This is an optimization exercise on Yosys and OpenROAD, whose aim is small area and a short achievable clock period, not a production implementation. Only simulation tests tie the RTL to the original design; equivalence was not proved.

==> run Y: inputs <==
Design dse_core, start of the top module:
module dse_core (
    input  wire        clk,
    input  wire        rst,             
    input  wire        fine,            
    input  wire        coarse,          
    input  wire        sec,             
    input  wire        btnA_n,          
    input  wire        btnB_n,          
    input  wire        srst,            
    input  wire        bus_evt,         
    input  wire        bus_nack,
    input  wire        bus_data_ready,  
    input  wire        bus_stop,        
    input  wire [7:0]  bus_rdata,
    output wire [1:0]  mode_o,
    output wire        disp_req,
    output wire [4:0]  hours_o,
    output wire [5:0]  minutes_o,
    output wire [5:0]  seconds_o,
    output wire [15:0] avg_temp,
    output wire        avg_valid,
    output wire        sensor_fault,
    output wire [3:0]  sensor_state,
    output wire        cmd_valid,
    output wire [2:0]  cmd_kind,
    output wire [6:0]  cmd_addr,
    output wire [7:0]  cmd_data
);
    localparam [6:0]   SLAVE_ADDR      = 7'h76;
    localparam [7:0]   REG_CALIB       = 8'h88;
    localparam [7:0]   REG_CTRL_MEAS   = 8'hF4;
    localparam [7:0]   CTRL_MEAS_VALUE = 8'h21;
    localparam [7:0]   REG_STATUS      = 8'hF3;
    localparam [7:0]   REG_TEMP        = 8'hFA;
    localparam integer IDLE_TIMEOUT    = 300;
  ...
clock: 45.0 ns
lec_check: 0
abc_area: 1
cap_margin: 60
core_margin: 2
core_utilization: 80
gpl_timing_driven: 1
slew_margin: 60
run.sh (not shown) runs the stock make flow with config.mk's settings and CLKGATE_MAP_FILE= SYNTH_SCRIPT=/design/flow/synth_recipe.tcl, a recipe that flattens the netlist after the stock synthesis.
==> run P: changes against run Y <==
--- a/flow/design.v
+++ b/flow/design.v
@@ -1320,24 +1320,14 @@
                      PS_CFG_DONE   = 4'd2,
                      PS_STAT_CFG   = 4'd3,
                      PS_STATUS     = 4'd4,
                      PS_WAIT_MEAS  = 4'd5,
                      PS_START_READ = 4'd6,
                      PS_READING    = 4'd7,
                      PS_ERROR      = 4'd8;
-    localparam [3:0] C_NONE        = 4'd0,
-                     C_SEND_CALIB  = 4'd1,    
-                     C_SEND_MEAS   = 4'd2,    
-                     C_SEND_CTRL   = 4'd3,    
-                     C_SEND_STATUS = 4'd4,    
-                     C_SEND_TEMP   = 4'd5,    
-                     C_RECV_SINGLE = 4'd12,
-                     C_RECV_START  = 4'd13,
-                     C_RECV_CONT   = 4'd14,
-                     C_RECV_FINISH = 4'd15;
     localparam [2:0] K_SEND_SINGLE = 3'b000,
                      K_SEND_START  = 3'b001,
                      K_SEND_FINISH = 3'b011,
                      K_RECV_SINGLE = 3'b100,
                      K_RECV_START  = 3'b101,
                      K_RECV_CONT   = 3'b110,
                      K_RECV_FINISH = 3'b111;
@@ -1417,15 +1407,17 @@
     reg  [3:0]  ps;
     reg  [2:0]  byte_idx;
     reg         burst;         
     reg  [15:0] cal_t1;
     reg  [15:0] cal_t2;
     reg  [15:0] cal_t3;
     reg         cal_valid;
-    reg  [3:0]  cmd_c;         
+    reg         cmd_v;
+    reg  [2:0]  cmd_k;
+    reg  [7:0]  cmd_d;
     wire ps_waiting = (ps == PS_WRITE_CAL) || (ps == PS_STAT_CFG) || (ps == PS_STATUS) ||
                       (ps == PS_WAIT_MEAS) || (ps == PS_START_READ) || (ps == PS_READING);
     wire ps_idle    = (ps == PS_READ_CAL) || (ps == PS_CFG_DONE);
     wire ev_srst   = srst;
     wire ev_nack   = !srst && bus_evt && bus_nack && (ps != PS_ERROR);
     wire ev_bus    = !srst && bus_evt && !bus_nack && ps_waiting;
     wire ev_coarse = coarse && ps_idle;    
@@ -1433,28 +1425,32 @@
     wire sample_valid = ev_bus && (ps == PS_READING) && byte_idx[0];
     always @(posedge clk) begin
         if (rst) begin
             ps        <= PS_READ_CAL;
             byte_idx  <= 3'd0;
             burst     <= 1'b0;
             cal_valid <= 1'b0;
-            cmd_c     <= C_NONE;
+            cmd_v     <= 1'b0;
+            cmd_k     <= 3'd0;
+            cmd_d     <= 8'd0;
         end else begin
-            cmd_c <= C_NONE;
+            cmd_v <= 1'b0;
+            cmd_k <= 3'd0;
+            cmd_d <= 8'd0;
             if (ev_srst) begin
                 ps       <= cal_valid ? PS_CFG_DONE : PS_READ_CAL;
                 byte_idx <= 3'd0;
                 burst    <= 1'b0;
             end else if (ev_nack) begin
                 ps <= PS_ERROR;
             end else if (ev_bus) begin
                 case (ps)
                     PS_WRITE_CAL: begin
                         if (!burst) begin
-                            cmd_c <= C_RECV_START;
+                            cmd_v <= 1'b1; cmd_k <= K_RECV_START;
                             burst <= 1'b1;
                         end else begin
                             case (byte_idx)
                                 3'd0: cal_t1[7:0]  <= bus_rdata;
                                 3'd1: cal_t1[15:8] <= bus_rdata;
                                 3'd2: cal_t2[7:0]  <= bus_rdata;
                                 3'd3: cal_t2[15:8] <= bus_rdata;
@@ -1464,64 +1460,65 @@
                             if (byte_idx == 3'd5) begin
                                 cal_valid <= 1'b1;
                                 ps        <= PS_CFG_DONE;
                                 byte_idx  <= 3'd0;
                                 burst     <= 1'b0;
                             end else begin
                                 byte_idx <= byte_idx + 3'd1;
-                                cmd_c <= (byte_idx == 3'd4) ? C_RECV_FINISH : C_RECV_CONT;
+                                cmd_v <= 1'b1;
+                                cmd_k <= (byte_idx == 3'd4) ? K_RECV_FINISH : K_RECV_CONT;
                             end
                         end
                     end
                     PS_STAT_CFG: begin
-                        cmd_c <= C_SEND_CTRL;
+                        cmd_v <= 1'b1; cmd_k <= K_SEND_FINISH; cmd_d <= CTRL_MEAS_VALUE;
                         ps <= PS_STATUS;
                     end
                     PS_STATUS: begin
-                        cmd_c <= C_SEND_STATUS;
+                        cmd_v <= 1'b1; cmd_k <= K_SEND_SINGLE; cmd_d <= REG_STATUS;
                         ps <= PS_WAIT_MEAS;
                         burst <= 1'b0;
                     end
                     PS_WAIT_MEAS: begin
                         if (!burst) begin
-                            cmd_c <= C_RECV_SINGLE;
+                            cmd_v <= 1'b1; cmd_k <= K_RECV_SINGLE;
                             burst <= 1'b1;
                         end else if (status_ready) begin
-                            cmd_c <= C_SEND_TEMP;
+                            cmd_v <= 1'b1; cmd_k <= K_SEND_SINGLE; cmd_d <= REG_TEMP;
                             ps <= PS_START_READ;
                             burst <= 1'b0;
                         end else begin
-                            cmd_c <= C_SEND_STATUS;
+                            cmd_v <= 1'b1; cmd_k <= K_SEND_SINGLE; cmd_d <= REG_STATUS;
                             burst <= 1'b0;
                         end
                     end
                     PS_START_READ: begin
-                        cmd_c <= C_RECV_START;
+                        cmd_v <= 1'b1; cmd_k <= K_RECV_START;
                         ps <= PS_READING;
                         byte_idx <= 3'd0;
                         burst    <= 1'b1;
                     end
                     PS_READING: begin
                         if (!byte_idx[0]) begin
-                            cmd_c <= C_RECV_FINISH;
+                            cmd_v <= 1'b1; cmd_k <= K_RECV_FINISH;
                             byte_idx <= 3'd1;
                         end else begin
                             ps       <= PS_CFG_DONE;
                             byte_idx <= 3'd0;
                             burst    <= 1'b0;
                         end
                     end
                     default: ;
                 endcase
             end else if (ev_coarse) begin
                 if (ps == PS_READ_CAL) begin
-                    cmd_c <= C_SEND_CALIB;
+                    cmd_v <= 1'b1; cmd_k <= K_SEND_SINGLE; cmd_d <= REG_CALIB;
                     ps <= PS_WRITE_CAL;
                 end else begin
-                    cmd_c <= C_SEND_MEAS;
+                    cmd_v <= 1'b1; cmd_k <= K_SEND_START; cmd_d <= REG_CTRL_MEAS;
                     ps <= PS_STAT_CFG;
                 end
                 byte_idx <= 3'd0;
                 burst    <= 1'b0;
             end
         end
     end
@@ -1642,28 +1639,12 @@
     assign hours_o      = hh;
     assign minutes_o    = mm;
     assign seconds_o    = ss;
     assign avg_temp     = (pend && pub) ? avg_c : avg_hold;
     assign avg_valid    = avg_v;
     assign sensor_fault = (ps == PS_ERROR);
     assign sensor_state = ps;
-    reg [2:0] cmd_k;
-    reg [7:0] cmd_d;
-    always @(*) begin
-        case (cmd_c)
-            C_SEND_CALIB:  begin cmd_k = K_SEND_SINGLE; cmd_d = REG_CALIB;       end
-            C_SEND_MEAS:   begin cmd_k = K_SEND_START;  cmd_d = REG_CTRL_MEAS;   end
-            C_SEND_CTRL:   begin cmd_k = K_SEND_FINISH; cmd_d = CTRL_MEAS_VALUE; end
-            C_SEND_STATUS: begin cmd_k = K_SEND_SINGLE; cmd_d = REG_STATUS;      end
-            C_SEND_TEMP:   begin cmd_k = K_SEND_SINGLE; cmd_d = REG_TEMP;        end
-            C_RECV_SINGLE: begin cmd_k = K_RECV_SINGLE; cmd_d = 8'd0;            end
-            C_RECV_START:  begin cmd_k = K_RECV_START;  cmd_d = 8'd0;            end
-            C_RECV_CONT:   begin cmd_k = K_RECV_CONT;   cmd_d = 8'd0;            end
-            C_RECV_FINISH: begin cmd_k = K_RECV_FINISH; cmd_d = 8'd0;            end
-            default:       begin cmd_k = 3'd0;          cmd_d = 8'd0;            end
-        endcase
-    end
-    assign cmd_valid    = (cmd_c != C_NONE);
+    assign cmd_valid    = cmd_v;
     assign cmd_kind     = cmd_k;
-    assign cmd_addr     = cmd_valid ? SLAVE_ADDR : 7'd0;
+    assign cmd_addr     = cmd_v ? SLAVE_ADDR : 7'd0;
     assign cmd_data     = cmd_d;
 endmodule
==> flow/config.mk (replaced) <==
export PLATFORM = sky130hd
export DESIGN_NAME = dse_core
export DESIGN_NICKNAME = dse_core
export VERILOG_FILES = /design/flow/design.v
export SDC_FILE = /design/flow/constraint.sdc
export NUM_CORES = 4
export LEC_CHECK = 0
export ABC_AREA = 1
export CAP_MARGIN = 60
export CORE_MARGIN = 2
export CORE_UTILIZATION = 60
export GPL_TIMING_DRIVEN = 1
export SLEW_MARGIN = 60
==> impl_metrics.toml <==
[cells_and_area]
finalNetCount = 4886

[timing]
slew_headroom_pct = 59.8
fin_skew_ps = 50.6
worst_slack_ps = 26010
fmax_ghz = 0.0527
period_needed_ps = 18990

[pwr]
power.total_mw = 0.717
p_clk_mw = 0.263
combPwrFrac_pct = 33.0

[outcome]
status = "finished clean"

[floorplan]
die_x_microns = 238
dieArea_sq_um = 56600

[detailed_routing]
dr_wl_met2_mm = 39.3

[synthesis]
yosysUniqueCellTypes = 71
syn_avg_cell_area_sq_um = 7.78
-- figures above: run P

==> impl_metrics.toml <==
[outcome]
status = "finished clean"

[detailed_routing]
dr_wl_met2_mm = 43.4

[timing]
slew_headroom_pct = 58.0
fin_skew_ps = 12.1
fmax_ghz = 0.0519

[pwr]
power.total_mw = 0.727
combPwrFrac_pct = 38.1
p_clk_mw = 0.239

[cells_and_area]
finalNetCount = 4861

[synthesis]
yosysUniqueCellTypes = 72

[floorplan]
die_x_microns = 206
-- figures above: run Y

re-timing with driven ports:
The flow's constraints put no driver on any port. The routed layouts listed below were extracted and timed again, unchanged, in two steps. Step 1, drivers: a clkbuf_16 drives clk and a buf_2 each remaining input, both assumed. Step 2 moves the port delays by t, midway between the first and last clock arrival at a register: inputs arrive t later, outputs are due t later. That takes back most of the time a late clock gives input paths. Three values: no drivers, after step 1, after step 2; two values: the first two.
run | shift t [ns] | setup WS [ns] | latest minus earliest clock arrival (ns)
run Y | 0.638 | 25.717 / 25.658 / 25.957 | 0.012 / 0.012
run P | 0.672 | 26.009 / 25.943 / 26.464 | 0.051 / 0.051
After both steps every run listed still meets setup and hold.
